Context: an optimization exercise on an open-source flow, tuned for a short achievable clock period and few clock cycles. The choices shown serve that exercise and are no tape-out recipe. In this exercise RTL edits were held to simulation tests only and were not proved equivalent to the original. Power is estimated from default activity; no workload was simulated.

$ cat flow/config.mk
export PLATFORM = sky130hd
export DESIGN_NAME = packed_12bit_deserializer
export DESIGN_NICKNAME = packed_12bit_deserializer
export VERILOG_FILES = /design/flow/design.v
export SDC_FILE = /design/flow/constraint.sdc
export NUM_CORES = 4
export LEC_CHECK = 0
export CAP_MARGIN = 20
export CORE_MARGIN = 2
export CORE_UTILIZATION = 40
export SLEW_MARGIN = 20
$ cat flow/constraint.sdc
create_clock -name core_clock -period 8.0 [get_ports {clk}]
set_input_delay 1.6000 -clock core_clock [delete_from_list [all_inputs] [get_ports {clk}]]
set_output_delay 1.6000 -clock core_clock [all_outputs]
set_load 0.01 [all_outputs]
$ cat flow/design.v
module packed_12bit_deserializer (
    input  wire        clk,
    input  wire        rst,
    input  wire        start,
    input  wire        in_valid,
    input  wire [8:0]  in_data,
    output wire        in_ready,
    output wire        busy,
    output wire        done,
    output wire        err,
    output wire        ok,
    input  wire [3:0]  reg_addr,
    output reg  [31:0] reg_rdata,
    output reg         wr_en,
    output reg  [31:0] wr_addr,
    output reg  [15:0] wr_row,
    output reg  [15:0] wr_col,
    output reg  [15:0] wr_data
);
    localparam [2:0] ST_IDLE    = 3'd0,
                     ST_HEADER  = 3'd1,
                     ST_PAYLOAD = 3'd2,
                     ST_DRAIN   = 3'd3,
                     ST_DONE    = 3'd4;
    localparam [2:0] ERR_NONE  = 3'd0,
                     ERR_TRUNC = 3'd1,
                     ERR_MAGIC = 3'd2,
                     ERR_FMT   = 3'd3,
                     ERR_SHAPE = 3'd4;
    localparam [7:0] HDR_LEN  = 8'd164;
    localparam [7:0] FMT_CODE = 8'd9;
    reg  [2:0]  st;
    reg  [7:0]  hcnt;
    reg  [1:0]  ph;
    reg  [7:0]  magic0, magic1, magic2, magic3;
    reg  [7:0]  pixfmt;
    reg  [15:0] width;
    reg  [15:0] height;
    reg         hdrv;
    reg  [31:0] expect_r;
    reg  [7:0]  b0, b1;
    reg  [31:0] scnt;
    reg  [15:0] row;
    reg  [15:0] col;
    reg  [2:0]  errc;
    reg         pend;
    reg  [11:0] pend_data;
    assign busy     = (st == ST_HEADER) || (st == ST_PAYLOAD) || (st == ST_DRAIN);
    assign in_ready = busy && !pend;
    assign done     = (st == ST_DONE);
    assign err      = (errc != ERR_NONE);
    assign ok       = (st == ST_DONE) && (errc == ERR_NONE);
    wire       xfer   = in_valid && in_ready && !start;
    wire       is_end = in_data[8];
    wire [7:0] byte_in = in_data[7:0];
    wire magic_ok = (magic0 == 8'h43) && (magic1 == 8'h4D) &&
                    (magic2 == 8'h56) && (magic3 == 8'h69);
    wire fmt_ok   = (pixfmt == FMT_CODE);
    wire [11:0] s0 = {b1[3:0], b0};
    wire [11:0] s1 = {byte_in, b1[7:4]};
    wire        emit      = pend || (xfer && !is_end && st == ST_PAYLOAD && ph == 2'd2);
    wire [11:0] emit_data = pend ? pend_data : s0;
    wire        place     = emit && (scnt < expect_r);
    always @(posedge clk) begin
        wr_en <= 1'b0;
        if (rst) begin
            st        <= ST_IDLE;
            hcnt      <= 8'd0;
            ph        <= 2'd0;
            magic0    <= 8'd0;
            magic1    <= 8'd0;
            magic2    <= 8'd0;
            magic3    <= 8'd0;
            pixfmt    <= 8'd0;
            width     <= 16'd0;
            height    <= 16'd0;
            hdrv      <= 1'b0;
            expect_r  <= 32'd0;
            b0        <= 8'd0;
            b1        <= 8'd0;
            scnt      <= 32'd0;
            row       <= 16'd0;
            col       <= 16'd0;
            errc      <= ERR_NONE;
            pend      <= 1'b0;
            pend_data <= 12'd0;
            wr_addr   <= 32'd0;
            wr_row    <= 16'd0;
            wr_col    <= 16'd0;
            wr_data   <= 16'd0;
        end else if (start && (st == ST_IDLE || st == ST_DONE)) begin
            st        <= ST_HEADER;
            hcnt      <= 8'd0;
            ph        <= 2'd0;
            magic0    <= 8'd0;
            magic1    <= 8'd0;
            magic2    <= 8'd0;
            magic3    <= 8'd0;
            pixfmt    <= 8'd0;
            width     <= 16'd0;
            height    <= 16'd0;
            hdrv      <= 1'b0;
            expect_r  <= 32'd0;
            b0        <= 8'd0;
            b1        <= 8'd0;
            scnt      <= 32'd0;
            row       <= 16'd0;
            col       <= 16'd0;
            errc      <= ERR_NONE;
        end else begin
            if (emit) begin
                if (place) begin
                    wr_en   <= 1'b1;
                    wr_addr <= scnt;
                    wr_row  <= row;
                    wr_col  <= col;
                    wr_data <= {4'd0, emit_data};
                    if (col == width - 16'd1) begin
                        col <= 16'd0;
                        row <= row + 16'd1;
                    end else begin
                        col <= col + 16'd1;
                    end
                end
                if (scnt != 32'hFFFF_FFFF)
                    scnt <= scnt + 32'd1;
            end
            if (pend)
                pend <= 1'b0;
            if (xfer) begin
                case (st)
                    ST_HEADER: begin
                        if (is_end) begin
                            errc <= ERR_TRUNC;
                            st   <= ST_DONE;
                        end else begin
                            case (hcnt)
                                8'd0:  magic0        <= byte_in;
                                8'd1:  magic1        <= byte_in;
                                8'd2:  magic2        <= byte_in;
                                8'd3:  magic3        <= byte_in;
                                8'd4:  pixfmt        <= byte_in;
                                8'd8:  width[7:0]    <= byte_in;
                                8'd9:  width[15:8]   <= byte_in;
                                8'd10: height[7:0]   <= byte_in;
                                8'd11: height[15:8]  <= byte_in;
                                default: ;
                            endcase
                            hcnt <= hcnt + 8'd1;
                            if (hcnt == HDR_LEN - 8'd1) begin
                                if (!magic_ok) begin
                                    errc <= ERR_MAGIC;
                                    st   <= ST_DRAIN;
                                end else if (!fmt_ok) begin
                                    errc <= ERR_FMT;
                                    st   <= ST_DRAIN;
                                end else begin
                                    hdrv   <= 1'b1;
                                    expect_r <= width * height;
                                    st     <= ST_PAYLOAD;
                                end
                            end
                        end
                    end
                    ST_PAYLOAD: begin
                        if (is_end) begin
                            if (scnt != expect_r)
                                errc <= ERR_SHAPE;
                            st <= ST_DONE;
                        end else begin
                            case (ph)
                                2'd0: begin
                                    b0 <= byte_in;
                                    ph <= 2'd1;
                                end
                                2'd1: begin
                                    b1 <= byte_in;
                                    ph <= 2'd2;
                                end
                                default: begin
                                    pend      <= 1'b1;
                                    pend_data <= s1;
                                    ph        <= 2'd0;
                                end
                            endcase
                        end
                    end
                    ST_DRAIN: begin
                        if (is_end)
                            st <= ST_DONE;
                    end
                    default: ;
                endcase
            end
        end
    end
    always @(*) begin
        case (reg_addr)
            4'd0:    reg_rdata = {23'd0, hdrv, 1'b0, errc, 1'b0, st};
            4'd1:    reg_rdata = {magic3, magic2, magic1, magic0};
            4'd2:    reg_rdata = {24'd0, pixfmt};
            4'd3:    reg_rdata = {16'd0, width};
            4'd4:    reg_rdata = {16'd0, height};
            4'd5:    reg_rdata = expect_r;
            4'd6:    reg_rdata = scnt;
            4'd7:    reg_rdata = {24'd0, hcnt};
            default: reg_rdata = 32'd0;
        endcase
    end
endmodule
$ cat flow/run.sh
#!/bin/bash
# synth_recipe.tcl (not shown) runs the flow's synth.tcl, then flattens the netlist and writes it again
# the make line also repeats each setting of config.mk as NAME=value (left out here)
make -C /OpenROAD-flow-scripts/flow DESIGN_CONFIG=/design/flow/config.mk WORK_HOME=/design/flow/orfs CLKGATE_MAP_FILE= SYNTH_SCRIPT=/design/flow/synth_recipe.tcl finish
==> flow_summary.json <==
{
  "outcome": "complete, no violations",
  "number_of_endpoints_failing_setup_at_the_final_stage": 0,
  "htree_num_levels": 1,
  "post-synth-top-area-cell": "dfxtp_1",
  "routed-via-count": 18800,
  "finalNetCount": 3050,
  "grt_start_max_net_pins": 94,
  "drive_above_1_share_pct": 4.27,
  "drt_first_iter_violations": 1432,
  "die_w_um": 241,
  "dpl.hpwl_um": 49500,
  "crit_path_frequent_cell": "fa_1",
  "initial_core_util_pct": 40.7,
  "globalplace.congestion": 0.935,
  "clock_sinks": 291,
  "pwr_per_cell_area_nw_per_um2": 119,
  "boundaryPins": 135,
  "number_of_synthesis_warnings": 1,
  "num_rows": 86,
  "dp_cells": 3412,
  "cp_num_buf_inv": 3,
  "drc_errors": 0,
  "cts_buffer_depth": 3,
  "maxSlewViolCount": 0,
  "finalWorstPathRequiredPeriod_ns": 7.22,
  "core_area_um2": 55300,
  "timing.critical_path.required_ns": 8.53,
  "antenna_found_initial": 1,
  "synth_top_area_share_pct": 25.9,
  "max_clock_freq_mhz": 139,
  "ir_drop_uv": 172,
  "cp_data_arrival_time_ns": 7.75,
  "commonest_cells_after_routing_fill_and_taps_aside": "nand2_1 (381), dfxtp_1 (291), inv_1 (289)",
  "numCtsBuffers": 29,
  "synthesis_to_finish_area_growth_pct": 12.8,
  "number_of_gates_resized_after_cts": 0,
  "drt-wirelength-per-cell_um": 19.2,
  "max_capacitance_violation_total": 0,
  "design.die.area_um2": 58100,
  "layout.cells.non_filler": 3465,
  "ctsRootBufferMaster": "clkbuf_16",
  "clkLatencyLatePin_ns": 0.59,
  "viasPerCell": 5.42,
  "ys_ff_latch": 291,
  "cts_tree": "yes",
  "aggregate_routed_wire_length_um": 66400,
  "fin_crit_sh_pct": 90.2,
  "ctsHoldBuffers": 0,
  "crit_path_top_delay_cell": "dfxtp_1",
  "clock_skew_after_layout_ns": 0.0259,
  "min-delay-path-class": "flip-flop to flip-flop",
  "finalHoldViolCount": 0,
  "die_y_um": 241,
  "grt_remaining_overflow": 0,
  "post_synth_main_area_contributors": "dfxtp_1 (26%), fa_1 (17%), ha_1 (8.0%)",
  "cp_max_fo": 21,
  "tightestPinTransition_ns": 1.09,
  "grt_first_pass_wirelength_um": 106000,
  "ant_nets": 0,
  "yosysSeqAreaShare_pct": 25.9,
  "nFillCells": 5437,
  "drt_first_pass_iters": 6,
  "cts.reportedPaths.clkPinSlew_ns": 0.07,
  "yosys.cell_types.count": 80,
  "most_common_cell_after_layout_fill_and_taps_aside": "nand2_1",
  "power.static_leakage_nw": 10.9,
  "vias_in_the_first_global_route": 18600,
  "netlist_instances": 2668,
  "unrepaired_setup_endpoints_after_global_routing": "false",
  "syn_area_um2": 22500,
  "totalNegativeSetupSlack_ns": 0,
  "critical_path.endpoint_type": "flip-flop",
  "worst_slew_margin_rel_pct": 27.5,
  "synthFlopType": "dfxtp_1",
  "grt_usage_pct": 23.2,
  "cts_setup_buffers": 0,
  "synth_async_sr_flop_share_pct": 0,
  "mapped_avg_cell_area_um2": 8.43,
  "worstPathCellList": "nand2_1, fa_1, fa_1, fa_1, fa_1, inv_1, fa_1, inv_1, fa_1, inv_1, ha_1, and3_1, nand3_1, or3_1, a221oi_1, o2111ai_1, a2111oi_0, a311o_1",
  "worst-setup-path-type": "flip-flop to flip-flop",
  "synth_edf_count": 0,
  "portBuffers": 130,
  "worst_path_dominant_cell_family": "adder cells",
  "worstSetupStartpointType": "flip-flop",
  "crit_path_max_incr_delay_ns": 0.97
}
[worst register-to-register path, delay by kind of cell, from the launching register on]
| kind | cells | cell delay [ns] |
|---|---|---|
| flops | 1 | 0.97 |
| buf+inv | 3 | 0.16 |
| compound gates | 4 | 1.67 |
| fa+ha+maj | 7 | 3.50 |
| simple gates | 4 | 0.88 |
[power by group]
part,switching (mW),internal (mW),total [mW],leakage [nW]
Combinational,0.0780,0.0233,0.101,8.10
Clock,0.615,0.863,1.48,0.505
Sequential,0.00232,1.45,1.45,2.34
Total,0.695,2.34,3.03,10.9
[through the flow]
step                      power [mW]  util (%)  hold WS, ns  area [um2]  worst slack (ns)
after detailed placement        1.58      44.0        0.447       24300             0.877
final                           3.03      45.9        0.454       25400             0.781
after floorplan                 1.55         -        0.432       22500              1.73
after global routing            3.13      45.9        0.467       25400             0.385
after CTS                       3.05      45.8        0.457       25400             0.841
after global placement          1.58      44.0        0.442       24300              1.08
[kinds of logic after synthesis]
| group | synth area share, % |
|---|---|
| AO/OA/AOI/OAI | 10.3 |
| AND/OR/NAND/NOR | 20.9 |
| adder cells (fa/ha/maj) | 25.3 |
| XOR/XNOR | 3.77 |
| multiplexers | 5.84 |
| buffers and inverters | 8.00 |
| flip-flops | 25.9 |
| other | 0.0167 |
[sequential cells by signal, summed over array words and instances, names as in the netlist, 12 cells and up]
register   count
wr_row        16
pend_data     12
row           16
wr_data       12
wr_col        16
wr_addr       32
width         16
col           16
expect_r      32
height        16
scnt          32
[per-layer routing]
layer	track usage (%)	vias up	wire, um
li1	-	8842	-
met1	33.0	9283	30300
met2	38.0	556	31200
met3	2.76	87	3750
met4	4.21	0	1270
met5	0	-	0
[synth_stat cells, types with 10 or more instances]
cell	n
nor2b_1	11
nor2_1	245
nor3_1	31
mux2i_1	130
and2_1	132
ha_1	144
and3_1	24
or3_1	13
nand4_1	40
dfxtp_1	291
a21oi_1	144
fa_1	194
xnor2_1	58
a211oi_1	26
a22oi_1	15
a21o_1	18
buf_2	13
buf_1	10
clkbuf_1	137
nand2_1	382
a222oi_1	22
inv_1	289
nand3_1	45
a31oi_1	10
xor2_1	36
o21ai_0	50
nor4_1	20
[final cells by class]
class | count | area [um2] | share of cell area (%)
repair buffers | 165 | 1560 | 6.15
flip-flops and latches | 291 | 5830 | 23.0
clock buffers | 38 | 830 | 3.27
diodes | 1 | 2.50 | 0.00986
well taps | 748 | 936 | 3.69
inverters | 289 | 1080 | 4.28
multi-input cells | 1919 | 14900 | 58.9
clock inverters | 14 | 201 | 0.794
[final timing paths]
check / startpoint / to / slack (ns) / cells past startpoint
hold / removal: wr_addr[9]$_SDFFE_PP0P_ / wr_addr[9]$_SDFFE_PP0P_ / 0.45 / 2
hold reg to reg: wr_addr[9]$_SDFFE_PP0P_ / wr_addr[9]$_SDFFE_PP0P_ / 0.45 / 2
setup / recovery: width[10]$_SDFFE_PP0P_ / expect_r[26]$_SDFFE_PP0P_ / 0.78 / 18
setup reg to reg: width[10]$_SDFFE_PP0P_ / expect_r[26]$_SDFFE_PP0P_ / 0.78 / 18
Testbench counts, summed over its fixed seeds: cycles 161,572.

-- port drivers added, routing unchanged --
How much do the figures lean on ideal ports? The routed layout below was timed once more, with nothing changed but the port constraints.
Step 1: set_driving_cell puts a clkbuf_16 on clk and a buf_2 on each other input, an assumption about the parent block.
Step 2 moves the port delays by t, midway between the first and last clock arrival at a register: inputs arrive t later, outputs are due t later. That takes back most of the time a late clock gives input paths.
Slacks: no drivers / after step 1 / after step 2; pairs: no drivers / after step 1.
t, ns: 0.633
setup slack, ns: 0.781 / 0.781 / 0.781
worst hold slack (ns): 0.454 / 0.454 / 0.454
worst setup path after step 2: register to register
slew at the worst register clock pin (ns): 0.07 / 0.07
After both steps setup and hold are still met in this run. The setup slack of this run moves by 0.000 ns with the drivers and by 0.000 ns with both steps.
